Source: an optimization exercise on an open RTL-to-GDS flow (aim: a short achievable clock period and few clock cycles per item). Production flows keep margins and buffers that such runs may drop. Only simulation tests tie the RTL to the original design; equivalence was not proved. No activity file was given, so power comes from the tool's default toggle rates.

<file path="flow/design.v">
module pcmq (
    input  wire        clk,
    input  wire        rst,
    input  wire        cmd_valid,
    output wire        cmd_ready,
    input  wire [71:0] cmd_word,
    output wire        rsp_valid,
    input  wire        rsp_ready,
    output wire [71:0] rsp_word
);
    localparam [1:0] PH_IDLE = 2'd0, PH_OPEN = 2'd1, PH_FAULTED = 2'd2;
    localparam       MODE_ENC = 1'b0, MODE_DEC = 1'b1;
    localparam [3:0] ST_OK = 4'h0, ST_INVCFG = 4'h1, ST_INVIN = 4'h2,
                     ST_ABORTED = 4'h3, ST_ILLEGAL = 4'h4;
    localparam [1:0] K_DIRECT = 2'd0, K_QNT = 2'd1, K_DQN = 2'd2;
    localparam integer DEPTH = 8;
    reg        rdy_q;
    reg  [3:0] occ;           
    reg  [2:0] wr_ptr, rd_ptr;
    reg  [3:0] fcnt;          
    reg        rsp_v;
    reg [71:0] fifo [0:DEPTH-1];
    assign cmd_ready = !rst && rdy_q;
    assign rsp_valid = !rst && rsp_v;
    assign rsp_word  = fifo[rd_ptr];
    wire acc = cmd_valid && rdy_q;
    wire del = rsp_ready && rsp_v;
    wire [3:0] occ_n = occ + {3'b0, acc} - {3'b0, del};
    reg        v0;
    reg [71:0] cmd_q;
    reg [1:0]  phase;
    reg        mode;
    reg [5:0]  bd;
    reg [71:0] erep;
    reg [30:0] cm;            
    reg [5:0]  csh;           
    wire [3:0]  op    = cmd_q[71:68];
    wire [2:0]  rsv   = cmd_q[67:65];
    wire        flag  = cmd_q[64];
    wire [63:0] data  = cmd_q[63:0];
    wire [7:0]  top   = cmd_q[71:64];
    wire is_benc = (rsv == 3'b0) && (op == 4'h1) && !flag && (data[63:6] == 58'b0);
    wire is_bdec = (rsv == 3'b0) && (op == 4'h2) && !flag && (data[63:6] == 58'b0);
    wire is_qnt  = (rsv == 3'b0) && (op == 4'h3);
    wire is_dqn  = (rsv == 3'b0) && (op == 4'h4) && (data[63:38] == 26'b0);
    wire is_end  = (rsv == 3'b0) && (op == 4'h5) && !flag && (data == 64'b0);
    wire [5:0]  new_bd   = data[5:0];
    wire        bd_valid = (new_bd >= 6'd2) && (new_bd <= 6'd32);
    reg [30:0] new_m;
    integer i;
    always @(*) begin
        for (i = 0; i < 31; i = i + 1)
            new_m[i] = ({1'b0, new_bd} > (i + 1));
    end
    wire [31:0] m32   = {1'b0, cm};
    reg  [31:0] m_rev;
    always @(*) begin
        for (i = 0; i < 32; i = i + 1)
            m_rev[i] = m32[31 - i];
    end
    wire signed [63:0] s_in  = data;
    wire signed [63:0] pmfix = {m32, 32'b0};
    wire signed [63:0] nmfix = -pmfix;
    wire        s_hi  = s_in > pmfix;
    wire        s_lo  = s_in < nmfix;
    wire [63:0] v_sum = data + {m32, m_rev};
    wire        cinv    = flag;
    wire [5:0]  clen    = data[37:32];
    wire [31:0] cbits   = data[31:0];
    wire [31:0] bmask   = {m32[30:0], 1'b1};                
    wire        code_ok = !cinv && (clen == bd) && ((cbits & ~bmask) == 32'b0);
    reg        v1;
    reg [1:0]  kind1;
    reg [71:0] r1;            
    reg        hi1, lo1;
    reg [30:0] m1;
    reg [5:0]  sh1;
    reg [5:0]  bd1;
    wire [31:0] m1_32 = {1'b0, m1};
    wire [30:0] qa   = r1[63:33];
    wire [32:0] qlow = r1[32:0];
    wire [32:0] qb   = qlow >> sh1;
    wire [31:0] qt   = {1'b0, qa} + qb[31:0];
    wire [31:0] dn   = r1[31:0];
    wire        dnk  = |(dn & ~m1_32);                      
    reg  [31:0] dd;                                         
    always @(*) begin
        for (i = 0; i < 32; i = i + 1)
            dd[i] = m1_32[i] ? dn[i] : !dnk;
    end
    wire [31:0] dnl  = dn << (sh1 - 6'd1);                  
    reg        v2;
    reg [1:0]  kind2;
    reg [71:0] r2;            
    reg        hi2, lo2;
    reg [30:0] a2;
    reg [31:0] t2;
    reg [30:0] m2;
    reg        nk2;
    reg [5:0]  bd2;
    wire [31:0] m2_32 = {1'b0, m2};
    wire        c1    = t2 >= m2_32;
    wire        c2    = t2 >= {m2_32[30:0], 1'b0};
    wire [31:0] qsum  = {1'b0, a2} + {30'b0, c2, c1 & !c2} + {31'b0, c1 & c2};
    wire [31:0] qv    = hi2 ? (m2_32 + 32'd1) : (lo2 ? 32'd0 : qsum);
    wire [63:0] dqv   = {r2[63:32], 32'b0} - {{31{!nk2}}, !nk2, r2[31:0]};
    reg  [71:0] res3;
    always @(*) begin
        case (kind2)
        K_QNT:   res3 = {ST_OK, 3'b0, 1'b0, 26'b0, bd2, qv};
        K_DQN:   res3 = {ST_OK, 3'b0, 1'b0, dqv};
        default: res3 = r2;
        endcase
    end
    always @(posedge clk) begin
        cmd_q <= cmd_word;
        if (v2)
            fifo[wr_ptr] <= res3;
        r2    <= r1;
        kind2 <= kind1;
        hi2   <= hi1;
        lo2   <= lo1;
        a2    <= qa;
        t2    <= qt;
        m2    <= m1;
        bd2   <= bd1;
        nk2   <= dnk;
        if (kind1 == K_DQN)
            r2[63:0] <= {dd, dnl};
        if (rst) begin
            rdy_q  <= 1'b1;
            occ    <= 4'd0;
            wr_ptr <= 3'd0;
            rd_ptr <= 3'd0;
            fcnt   <= 4'd0;
            rsp_v  <= 1'b0;
            v0     <= 1'b0;
            v1     <= 1'b0;
            v2     <= 1'b0;
            phase  <= PH_IDLE;
        end else begin
            occ   <= occ_n;
            rdy_q <= (occ_n < DEPTH);
            v0    <= acc;
            v1    <= v0;
            v2    <= v1;
            if (v2)
                wr_ptr <= wr_ptr + 3'd1;
            if (del)
                rd_ptr <= rd_ptr + 3'd1;
            fcnt  <= fcnt + {3'b0, v2} - {3'b0, del};
            rsp_v <= (fcnt + {3'b0, v2} - {3'b0, del}) != 4'd0;
            if (v0) begin
                kind1 <= K_DIRECT;
                case (phase)
                PH_IDLE: begin
                    if (is_benc || is_bdec) begin
                        mode <= is_bdec ? MODE_DEC : MODE_ENC;
                        bd   <= new_bd;
                        cm   <= new_m;
                        csh  <= 6'd34 - new_bd;
                        if (bd_valid) begin
                            phase <= PH_OPEN;
                            r1    <= {ST_OK, 3'b0, 1'b0, 58'b0, new_bd};
                        end else begin
                            phase <= PH_FAULTED;
                            r1    <= {ST_INVCFG, 3'b0, 1'b0, 58'b0, new_bd};
                            erep  <= {ST_INVCFG, 3'b0, 1'b0, 58'b0, new_bd};
                        end
                    end else begin
                        r1 <= {ST_ILLEGAL, 3'b0, 1'b0, 56'b0, top};
                    end
                end
                PH_OPEN: begin
                    if (is_qnt && mode == MODE_ENC) begin
                        if (flag) begin
                            phase <= PH_FAULTED;
                            r1    <= {ST_INVIN, 3'b0, 1'b1, data};
                            erep  <= {ST_INVIN, 3'b0, 1'b1, data};
                        end else begin
                            kind1 <= K_QNT;
                            r1    <= {8'b0, v_sum};
                        end
                    end else if (is_dqn && mode == MODE_DEC) begin
                        if (code_ok) begin
                            kind1 <= K_DQN;
                            r1    <= {40'b0, cbits};
                        end else begin
                            phase <= PH_FAULTED;
                            r1    <= {ST_INVIN, 3'b0, cinv, 18'b0, bd, 2'b0, clen, cbits};
                            erep  <= {ST_INVIN, 3'b0, cinv, 18'b0, bd, 2'b0, clen, cbits};
                        end
                    end else if (is_end) begin
                        phase <= PH_IDLE;
                        r1    <= 72'b0;
                    end else begin
                        phase <= PH_FAULTED;
                        r1    <= {ST_ILLEGAL, 3'b0, 1'b0, 56'b0, top};
                        erep  <= {ST_ILLEGAL, 3'b0, 1'b0, 56'b0, top};
                    end
                end
                default: begin  
                    if (is_end) begin
                        phase <= PH_IDLE;
                        r1    <= erep;
                    end else begin
                        r1    <= {ST_ABORTED, 3'b0, 1'b0, 64'b0};
                    end
                end
                endcase
            end
        end
        hi1 <= s_hi;
        lo1 <= s_lo;
        m1  <= cm;
        sh1 <= csh;
        bd1 <= bd;
    end
endmodule
</file>
<file path="flow/run.sh">
#!/bin/bash
# synth_recipe.tcl (not shown) runs the flow's synth.tcl, then flattens the netlist and writes it again
# the make line also repeats each setting of config.mk as NAME=value (left out here)
make -C /OpenROAD-flow-scripts/flow DESIGN_CONFIG=/design/flow/config.mk WORK_HOME=/design/flow/orfs CLKGATE_MAP_FILE= SYNTH_SCRIPT=/design/flow/synth_recipe.tcl finish
</file>
<file path="flow/config.mk">
export PLATFORM = sky130hd
export DESIGN_NAME = pcmq
export DESIGN_NICKNAME = pcmq
export VERILOG_FILES = /design/flow/design.v
export SDC_FILE = /design/flow/constraint.sdc
export NUM_CORES = 4
export LEC_CHECK = 0
export CAP_MARGIN = 20
export CORE_MARGIN = 2
export CORE_UTILIZATION = 40
export SLEW_MARGIN = 20
</file>
<file path="flow/constraint.sdc">
create_clock -name core_clock -period 16.0 [get_ports {clk}]
set_input_delay 3.2000 -clock core_clock [delete_from_list [all_inputs] [get_ports {clk}]]
set_output_delay 3.2000 -clock core_clock [all_outputs]
set_load 0.01 [all_outputs]
</file>
==> flow_metrics.tcl, run 1 <==
set metrics [dict create \
    slowest_delay_ns 0.84 \
    ys.flop_type "edfxtp_1" \
    path_class "in -> out" \
    cap_violations 0 \
    synth_cell_types 92 \
    p_per_area_nw_per_um2 108.3 \
    drtIter0Drc 4652 \
    skew_ns 0.04701 \
    fin_util_pct 45.51 \
    cts_max_path_buffers 3 \
    ant_nets 0 \
    cts_tree "done" \
    drive_gt1_share_pct 11.33 \
    cts_max_level 3 \
    overflow 0 \
    hp-class "reg -> reg" \
    dr.pass1.iters 7 \
    syn_area_um2 52700 \
    ys.warnings.count 1 \
    p_leak_nw 21.89 \
    async_reset_ff_share_pct 0 \
    slowest_stage "clkdlybuf4s50_1" \
    critPathMostFrequentCell "clkdlybuf4s50_1" \
    grt_setup_unrepaired "false" \
    grt_max_degree 98 \
    grt_first_pass_wirelength_mm 243.5 \
    clk_pin_slew_ns 0.06 \
    cts_setup_buffers 0 \
    relSlewSlack_pct 26.52 \
    clock-root-buffer "clkbuf_16" \
    vias 38150 \
    cpLargestDelayFamily "buffers and inverters" \
    cp-start-kind "primary input" \
    cp_cell_sequence "clkdlybuf4s50_1 > nor2b_1 > clkdlybuf4s50_1" \
    synth_edf_count 725 \
    rows 133 \
    hpwl_mm 118.5 \
    status "no timing/DRC/antenna violations" \
    slew_violations 0 \
    hold_buffers 0 \
    syn-instance-count 4585 \
    cp-end-kind "output pin" \
    dpl_worst_slack_ns 7.895 \
    worst-path-buf-inv 2 \
    drc_errors 0 \
    tightest_slew_ns 1.091 \
    ys_ff_latch 1038 \
    antenna_found_initial 15 \
    report.final.hold_viol_count 0 \
    die_h_um 367.0 \
    yosysTopAreaCell "edfxtp_1" \
    synth_seq_area_share_pct 53.20 \
    post-route-min-period_ns 8.108 \
    area_growth_pct 13.24 \
    path_max_fanout 23 \
    synthTopCellsByCount "edfxtp_1 (725), nand2_1 (401), dfxtp_1 (313), nor2_1 (305), a21oi_1 (304)" \
    layout.nets 5038 \
    synthMostInstantiatedCell "edfxtp_1" \
    fin_ws_ns 7.892 \
    initial_core_util_pct 40.19 \
    core_area_um2 131100 \
    max_freq_mhz 123.3 \
    required_ns 12.80 \
    p_total_mw 6.466 \
    die_w_um 367.0 \
    period_share_pct 50.67 \
    grt_pass1_vias 36340 \
    ir_worst_vdd_v 0.00008571 \
    cts_made_buffers 107 \
    design_area_um2 59680 \
    wl_per_cell_um 25.43 \
    portBuffers 145 \
    numClockSinks 1038 \
    routed_via_density 5.840 \
    synth_top_cell_area_share_pct 41.31 \
    syn_area_per_cell_um2 11.49 \
    rrSetupSlack_ns 9.59 \
    wl_mm 166.1 \
    ys_top_cells_by_area "edfxtp_1 (41%), dfxtp_1 (12%), mux4_2 (7.1%), ha_1 (6.4%), a21oi_1 (2.9%)" \
    postCtsResizedCells 0 \
    globalRouteTotalUtil_pct 24.24 \
    gp_congestion 0.9881 \
    clock_latency_ns 0.75 \
    finalSetupTns_ns 0 \
    setup_violations 0 \
    post_dp_cell_area_um2 56140 \
    io_pins 150 \
    die-area_um2 134700 \
    critical_path_arrival_ns 4.91 \
]
==> worst reg2reg max path: stages, from the launching register on <==
cell	delay [ns]
dfxtp_1	0.37
inv_1	0.12
ha_1	0.31
a21o_1	0.18
a21oi_1	0.13
nor2b_1	0.06
o21ai_0	0.14
nand2b_1	0.07
a21oi_1	0.14
nor2b_1	0.06
o21ai_0	0.13
o311ai_0	0.28
a41o_1	0.37
nand2b_1	0.20
fa_1	0.40
inv_1	0.10
a21o_1	0.17
nor3b_1	0.39
nand3_1	0.27
nor2_1	0.40
and3_1	0.30
nand3_1	0.11
xor2_1	0.15
o22ai_1	0.45
a21oi_1	0.14
o21ai_0	0.67
==> path summary, 6_finish.rpt <==
path              startpoint           to  depth (start not counted)
setup / recovery         rst    cmd_ready                          3
hold / removal           hi1          hi2                          0
setup reg to reg      m2[24]  fifo[6][27]                         25
hold reg to reg          hi1          hi2                          0
==> kinds of logic (layout without fill, tap and decap cells) <==
| kind of cell | Yosys count | after routing | synth area share [%] |
|---|---|---|---|
| other | 1 | 8 | 0.007115 |
| AOI/OAI and AO/OA | 1095 | 1095 | 13.01 |
| and+or+nand+nor | 1200 | 1200 | 10.60 |
| muxes | 286 | 286 | 9.558 |
| DFF | 1038 | 1038 | 53.20 |
| buffers and inverters | 475 | 661 | 3.438 |
| xor gates and xnor gates | 214 | 214 | 3.556 |
| adders and majority gates | 276 | 276 | 6.638 |
==> power breakdown <==
group	leakage [nW]	switching, mW	internal, mW
clock	1.72	1.10	1.38
sequential	9.34	0.0944	2.96
combinational	10.8	0.479	0.449
total	21.9	1.67	4.80
==> cell type report <==
class	instances	area, µm²
clock inverters	61	578.1
clock buffers	136	2948
flip-flops and latches	1038	28050
multi-input cells	3075	23010
diodes	4	10.01
fillers	12080	71450
inverters	254	953.4
repair buffers	210	1939
well taps	1755	2196
==> state kept, by name, summed over array words and instances, names as in the netlist, 32 cells and up, named ones only <==
register,flops
fifo,544
cmd_q,72
erep,68
r1,68
r2,68
t2,32
==> routing by layer <==
layer  wire length [µm]  GRT usage, %  share of wire, %
met1              71260         34.33                43
met2              73480         36.98                44
met3              13460         3.406               8.1
met4               7898         10.82               4.8
met5                 28             0             0.017
==> cells in the final DEF, fill, tap and decap left out, drive strengths merged, types with 64 or more instances in the layout <==
master and count:
edfxtp 725, nand2 401, dfxtp 313, nor2 306, a21oi 305, o21ai 301, ha 270, inv 262
mux4 166, xnor2 150, clkdlybuf4s50 145, clkbuf 136, nor3 109, a21o 78, mux2 78, nand3 71
o22ai 68, buf 65, xor2 64
==> per-stage QoR <==
stage	std cells	hold WS, ns
after floorplan	4588	0.3096
after global placement	6332	0.3157
after detailed placement	6332	0.3135
after CTS	6529	0.3295
after global routing	6529	0.3363
final	6533	0.3294
Testbench counts, summed over its fixed seeds: cycles 7,463, items 7,431.
==> run 2, diff against run 1 <==
==> flow/flow/run.sh (new file) <==
#!/bin/bash
set -euo pipefail
export SETUP_SLACK_MARGIN=9.3
export BUFFER_PORTS_ARGS="-buffer_cell sky130_fd_sc_hd__buf_4"
bash standard.sh > flow_make.log 2>&1
==> flow/standard.sh (new file) <==
#!/bin/bash
# synth_recipe.tcl (not shown) runs the flow's synth.tcl, then flattens the netlist and writes it again
# the make line also repeats each setting of config.mk as NAME=value (left out here)
make -C /OpenROAD-flow-scripts/flow DESIGN_CONFIG=/design/flow/config.mk WORK_HOME=/design/flow/orfs CLKGATE_MAP_FILE= SYNTH_SCRIPT=/design/flow/synth_recipe.tcl "${@:-finish}"
removed: flow/run.sh
==> flow_metrics.tcl, run 2 <==
set metrics [dict create \
    grt_max_degree 101 \
    cts_tree "done" \
    hp-class "reg -> reg" \
    cts_max_level 3 \
    cp_cell_sequence "buf_16 > nor2b_4 > buf_6" \
    cts_made_buffers 108 \
    clk_pin_slew_ns 0.05 \
    skew_ns 0.06860 \
    synth_seq_area_share_pct 53.20 \
    portBuffers 145 \
    slowest_stage "buf_16" \
    power.internal_mw 4.808 \
    slew_violations 0 \
    critical_path_arrival_ns 3.52 \
    grt_first_pass_wirelength_mm 247.1 \
    grtUsageMet3_pct 4.377 \
    numClockSinks 1038 \
    yosysTopAreaCell "edfxtp_1" \
    antenna_found_initial 8 \
    synthMostInstantiatedCell "edfxtp_1" \
    overflow 0 \
    globalRouteTotalUtil_pct 24.72 \
    status "no timing/DRC/antenna violations" \
    die_h_um 367.0 \
    grt_use_met2_pct 36.57 \
    cp-start-kind "primary input" \
    setup_violations 0 \
    cpLargestDelayFamily "buffers and inverters" \
    period_share_pct 41.97 \
    ir_worst_vdd_v 0.0001005 \
    ys_top_cells_by_area "edfxtp_1 (41%), dfxtp_1 (12%), mux4_2 (7.1%), ha_1 (6.4%), a21oi_1 (2.9%)" \
    synth_edf_count 725 \
    relSlewSlack_pct 21.28 \
    syn_area_um2 52700 \
    die_w_um 367.0 \
    grt_setup_unrepaired "true" \
    required_ns 12.80 \
    swShare_pct 25.88 \
    largest-register "fifo" \
    cts_max_path_buffers 3 \
    path_max_fanout 3 \
    core_area_um2 131100 \
    p_total_mw 6.487 \
    fillers 12120 \
    drtIter0Drc 4257 \
    seqCellArea_um2 28050 \
    routed_via_density 5.846 \
    switchingPower_mw 1.679 \
    post_dp_cell_area_um2 55810 \
    p_seq_share_pct 47.3 \
    syn_area_per_cell_um2 11.49 \
    use_met1_pct 35.02 \
    p_comb_share_pct 14.1 \
    initial_core_util_pct 40.19 \
    die-area_um2 134700 \
    path_class "in -> out" \
    syn-instance-count 4585 \
    dr.pass1.iters 7 \
    io_pins 150 \
    ant_nets 0 \
    busiest_layer "met2" \
    hpwl_mm 118.9 \
    grt_pass1_vias 36500 \
    clock-root-buffer "clkbuf_16" \
    multi_input_area_um2 23020 \
    ys_ff_latch 1038 \
    vias 38220 \
    p_per_area_nw_per_um2 109.0 \
    slowest_delay_ns 0.11 \
    wl_per_cell_um 25.96 \
    layout.nets 5043 \
    largestRegisters "fifo: 544 flops, cmd_q: 72 flops" \
    ys.flop_type "edfxtp_1" \
    drive_gt1_share_pct 14.33 \
    clkPwrFrac_pct 38.6 \
    cap_violations 0 \
    ys.warnings.count 1 \
    max_freq_mhz 148.9 \
    synth_top_cell_area_share_pct 41.31 \
    finalSetupTns_ns 0 \
    synth_cell_types 92 \
    post-route-min-period_ns 6.715 \
    drc_errors 0 \
    final_cell_mix "edfxtp_1 (725), nand2_1 (401), dfxtp_1 (307)" \
    cp-end-kind "output pin" \
    mostFrequentLayoutCell "edfxtp_1" \
    wl_mm 169.7 \
    clock_latency_ns 0.76 \
    tightest_slew_ns 1.151 \
    design_area_um2 59520 \
    gp_congestion 1.003 \
    async_reset_ff_share_pct 0 \
    largest_reg_flops 544 \
    area_growth_pct 12.93 \
    report.final.hold_viol_count 0 \
    synthTopCellsByCount "edfxtp_1 (725), nand2_1 (401), dfxtp_1 (313), nor2_1 (305), a21oi_1 (304)" \
    p_leak_nw 22.12 \
    rows 133 \
    worst-path-buf-inv 2 \
]
## run 2: power by group through the flow
stage / clock network (mW) / registers [mW] / logic, mW
2_1_floorplan: 0 / 3.05 / 0.653
3_3_place_gp: 0 / 3.13 / 0.886
3_5_place_dp: 0 / 3.13 / 0.896
4_1_cts: 2.55 / 3.07 / 0.918
5_1_grt: 2.66 / 3.07 / 0.999
6_report: 2.51 / 3.07 / 0.912
## run 2: stage by stage
step	util, %	setup slack [ns]	hold WS [ns]	std cells
floorplan	-	9.328	0.3096	4588
global placement	42.54	9.117	0.3138	6330
detailed placement	42.56	9.115	0.3184	6331
CTS	45.37	9.284	0.3315	6534
global route	45.39	9.269	0.3377	6535
finish	45.39	9.285	0.3273	6537
## run 2: timing repair
action | 4_1_cts | 5_1_grt
cloned | 1 | 0
endpoints found under the setup margin | 53 | 2
resized for setup | 10 | 0
buffers inserted | 3 | 0
hold buffers | 0 | 0
## run 2: layout make-up
class / count / share of cell area (%)
sequential: 1038 / 47.13
clock inverter: 49 / 0.9334
clock buffer: 150 / 5.070
multi-input combinational: 3075 / 38.68
inverter: 254 / 1.602
timing repair buffer: 214 / 2.882
antenna: 2 / 0.008409
tap: 1755 / 3.689
## run 2: layer usage
metal | routed length (µm) | part of all wire [%]
met2 | 73270 | 43
met4 | 9170 | 5.4
met1 | 73590 | 43
met5 | 44 | 0.026
met3 | 13630 | 8.0
## run 2: final timing paths
path	start	endpoint	slack, ns	cells after the start
setup reg to reg	m2[24]	fifo[4][27]	10.12	25
hold / removal	hi1	hi2	0.33	0
hold reg to reg	hi1	hi2	0.33	0
setup / recovery	rst	cmd_ready	9.28	3
## run 2: logic make-up (layout without fill, tap and decap cells)
family                   Yosys count  after routing  share of synthesized area [%]
buffers and inverters            475            667                          3.438
AND/OR/NAND/NOR                 1200           1200                          10.60
flip-flops                      1038           1038                          53.20
adder cells (fa/ha/maj)          276            276                          6.638
AO/OA/AOI/OAI                   1095           1095                          13.01
other                              1              6                       0.007115
multiplexers                     286            286                          9.558
XOR/XNOR                         214            214                          3.556
==> run 3, diff against run 2 <==
--- a/flow/design.v
+++ b/flow/design.v
@@ -15,3 +15,3 @@
     localparam [1:0] K_DIRECT = 2'd0, K_QNT = 2'd1, K_DQN = 2'd2;
-    localparam integer DEPTH = 8;
+    localparam integer DEPTH = 8;   
     reg        rdy_q;
@@ -21,6 +21,7 @@
     reg        rsp_v;
-    reg [71:0] fifo [0:DEPTH-1];
+    reg [71:0] out_q;
+    reg [71:0] fifo [0:DEPTH-2];
     assign cmd_ready = !rst && rdy_q;
     assign rsp_valid = !rst && rsp_v;
-    assign rsp_word  = fifo[rd_ptr];
+    assign rsp_word  = out_q;
     wire acc = cmd_valid && rdy_q;
@@ -28,2 +29,6 @@
     wire [3:0] occ_n = occ + {3'b0, acc} - {3'b0, del};
+    wire out_free = !rsp_v || rsp_ready;
+    wire f_ne     = (fcnt != 4'd0);
+    wire f_pop    = out_free && f_ne;
+    wire f_push;              
     reg        v0;
@@ -114,6 +119,9 @@
     end
+    assign f_push = v2 && !(out_free && !f_ne);
     always @(posedge clk) begin
         cmd_q <= cmd_word;
-        if (v2)
+        if (f_push)
             fifo[wr_ptr] <= res3;
+        if (out_free)
+            out_q <= f_ne ? fifo[rd_ptr] : res3;
         r2    <= r1;
@@ -146,8 +154,9 @@
             v2    <= v1;
-            if (v2)
-                wr_ptr <= wr_ptr + 3'd1;
-            if (del)
-                rd_ptr <= rd_ptr + 3'd1;
-            fcnt  <= fcnt + {3'b0, v2} - {3'b0, del};
-            rsp_v <= (fcnt + {3'b0, v2} - {3'b0, del}) != 4'd0;
+            if (f_push)
+                wr_ptr <= (wr_ptr == DEPTH - 2) ? 3'd0 : wr_ptr + 3'd1;
+            if (f_pop)
+                rd_ptr <= (rd_ptr == DEPTH - 2) ? 3'd0 : rd_ptr + 3'd1;
+            fcnt  <= fcnt + {3'b0, f_push} - {3'b0, f_pop};
+            if (out_free)
+                rsp_v <= f_ne || v2;
             if (v0) begin
==> flow_metrics.tcl, run 3 <==
set metrics [dict create \
    status "no timing/DRC/antenna violations" \
    clock-root-buffer "clkbuf_16" \
    portBuffers 145 \
    drive_gt1_share_pct 10.87 \
    path_max_fanout 3 \
    synth_seq_area_share_pct 52.90 \
    p_leak_nw 22.22 \
    fin_util_pct 45.47 \
    relSlewSlack_pct 24.11 \
    cts_max_path_buffers 3 \
    grt_setup_unrepaired "true" \
    clock_latency_ns 0.78 \
    cts_max_level 3 \
    antenna_found_initial 8 \
    period_share_pct 41.99 \
    die_h_um 368.0 \
    yosysTopAreaCell "edfxtp_1" \
    cp-end-kind "output pin" \
    cap_violations 0 \
    mostFrequentLayoutCell "edfxtp_1" \
    async_reset_ff_share_pct 0 \
    p_seq_share_pct 46.3 \
    die_w_um 368.0 \
    area_growth_pct 12.78 \
    dpl_worst_slack_ns 9.096 \
    hold_buffers 0 \
    synthMostInstantiatedCell "edfxtp_1" \
    post_dp_cell_area_um2 56050 \
    ys.flop_type "edfxtp_1" \
    critical_path_arrival_ns 3.52 \
    grt_max_degree 89 \
    ys_top_cells_by_area "edfxtp_1 (41%), dfxtp_1 (12%), ha_1 (6.4%), mux4_2 (4.2%), nand2_1 (3.7%)" \
    report.final.hold_viol_count 0 \
    hold_depth 0 \
    wl_mm 169.0 \
    largest_reg_flops 476 \
    largestRegisters "fifo: 476 flops, cmd_q: 72 flops" \
    path_class "in -> out" \
    required_ns 12.80 \
    layout.nets 5234 \
    largest-register "fifo" \
    ys_ff_latch 1038 \
    clk_pin_slew_ns 0.06 \
    syn_area_per_cell_um2 11.05 \
    p_comb_share_pct 17.4 \
    hp-class "reg -> reg" \
    grt_first_pass_wirelength_mm 246.9 \
    core_area_um2 131500 \
    final_cell_mix "edfxtp_1 (725), nand2_1 (515), o21ai_0 (377)" \
    ys.warnings.count 1 \
    dp.cells 6523 \
    ant_nets 0 \
    routed_via_density 5.767 \
    p_per_area_nw_per_um2 117.0 \
    grt_pass1_vias 37060 \
    syn-instance-count 4797 \
    numClockSinks 1038 \
    overflow 0 \
    dr.pass1.iters 6 \
    globalRouteTotalUtil_pct 24.42 \
    slew_violations 0 \
    skew_ns 0.06355 \
    reg2regPathDepth 22 \
    wl_per_cell_um 25.08 \
    synth_cell_types 96 \
    ir_worst_vdd_v 0.00008846 \
    vias 38850 \
    drtIter0Drc 3927 \
    syn_area_um2 53000 \
    initial_core_util_pct 40.32 \
    cts_made_buffers 110 \
    hpwl_mm 120.7 \
    drc_errors 0 \
    cp-start-kind "primary input" \
    die-area_um2 135400 \
    swShare_pct 27.76 \
    synth_top_cell_area_share_pct 41.08 \
    rows 133 \
    max_freq_mhz 148.8 \
    stdcell_count 6737 \
    gp_congestion 1.029 \
    power.internal_mw 5.054 \
    cts_tree "done" \
    tightest_slew_ns 1.130 \
    setup_violations 0 \
    design_area_um2 59770 \
    synth_edf_count 725 \
    synthTopCellsByCount "edfxtp_1 (725), nand2_1 (517), o21ai_0 (379), dfxtp_1 (313), nor2_1 (302)" \
    clkPwrFrac_pct 36.4 \
    finalSetupTns_ns 0 \
    io_pins 150 \
    switchingPower_mw 1.942 \
    fin_ws_ns 9.281 \
    post-route-min-period_ns 6.719 \
]
==> run 3: kinds of logic (layout without fill, tap and decap cells) <==
logic type      after synthesis  in the layout  synth area share [%]
simple gates               1319           1319                 11.57
flops                      1038           1038                 52.90
compound gates             1217           1217                 14.53
fa+ha+maj                   275            275                 6.577
buf+inv                     453            632                 3.244
other cells                   1              7              0.007076
xor+xnor                    211            211                 3.487
mux                         283            283                 7.684
==> run 3: path summary, 6_finish.rpt <==
path / start / to / slack (ns)
setup / recovery: rst / rsp_valid / 9.28
hold / removal: bd1[2] / bd2[2] / 0.30
setup reg to reg: m2[24] / fifo[4][19] / 10.09
hold reg to reg: bd1[2] / bd2[2] / 0.30
==> run 3: routing by layer <==
layer	GRT usage [%]	vias to the layer above	share of wire, %
li1	-	17980	-
met1	33.24	18820	43
met2	38.42	1700	45
met3	3.856	360	7.2
met4	10.97	2	4.8
met5	0	-	0.0071
==> run 3: what timing repair did <==
action / 4_1_cts / 5_1_grt
buffers inserted: 1 / 0
endpoints found under the setup margin: 2 / 2
gates resized for setup: 8 / 0
gates cloned: 1 / 0
hold endpoints to repair: 0 / 0
==> run 3: layout make-up <==
type,instances,area (µm²)
clock inverter,66,683.2
sequential,1038,28050
tap,1755,2196
multi-input combinational,3309,23470
timing repair buffer,209,1622
fill,12150,71690
antenna,3,7.507
clock buffer,142,2935
inverter,215,810.8
==> run 3: through the flow <==
step                      total power [mW]  hold WS (ns)
after global routing                 7.292        0.3009
after global placement               4.507        0.3156
after floorplan                      4.049        0.3096
final                                6.996        0.2971
after detailed placement             4.516        0.3121
after CTS                            7.066        0.2875
==> run 3: critical path, stage by stage <==
cell and delay (ns):
buf_16 0.12, nor2b_4 0.10, buf_6 0.10
==> run 3: power by group through the flow <==
stage,Combinational (mW),Sequential [mW],Clock (mW)
finish,1.21,3.24,2.55
global route,1.34,3.25,2.70
floorplan,0.811,3.24,0
CTS,1.23,3.24,2.60
global placement,1.21,3.29,0
detailed placement,1.22,3.29,0
Testbench counts of run 3, summed over its fixed seeds: cycles 7,463, items 7,431.

[afterwards: timing with drivers on the ports]
The results above use ideal ports. As a check the final layouts listed here were re-extracted and re-timed, cells and wires unchanged.
Step 1: set_driving_cell puts a clkbuf_16 on clk and a buf_2 on each other input, an assumption about the parent block.
Step 2 moves the port delays by t, midway between the first and last clock arrival at a register: inputs arrive t later, outputs are due t later. That takes back most of the time a late clock gives input paths.
Slacks: ideal / step 1 / step 2; pairs: ideal / step 1.
| run | t (ns) | setup WS [ns] | worst register clock-pin slew, ns | pins driven straight from the clock port |
|---|---|---|---|---|
| run 1 | 0.799 | 7.892 / 7.865 / 7.865 | 0.07 / 0.07 | 1 |
| run 2 | 0.805 | 9.285 / 9.207 / 9.207 | 0.07 / 0.07 | 1 |
| run 3 | 0.821 | 9.281 / 9.190 / 9.190 | 0.07 / 0.07 | 1 |
After both steps every run listed still meets setup and hold. The setup slack of run 3, which loses most, moves by -0.091 ns with the drivers and by -0.091 ns with both steps.
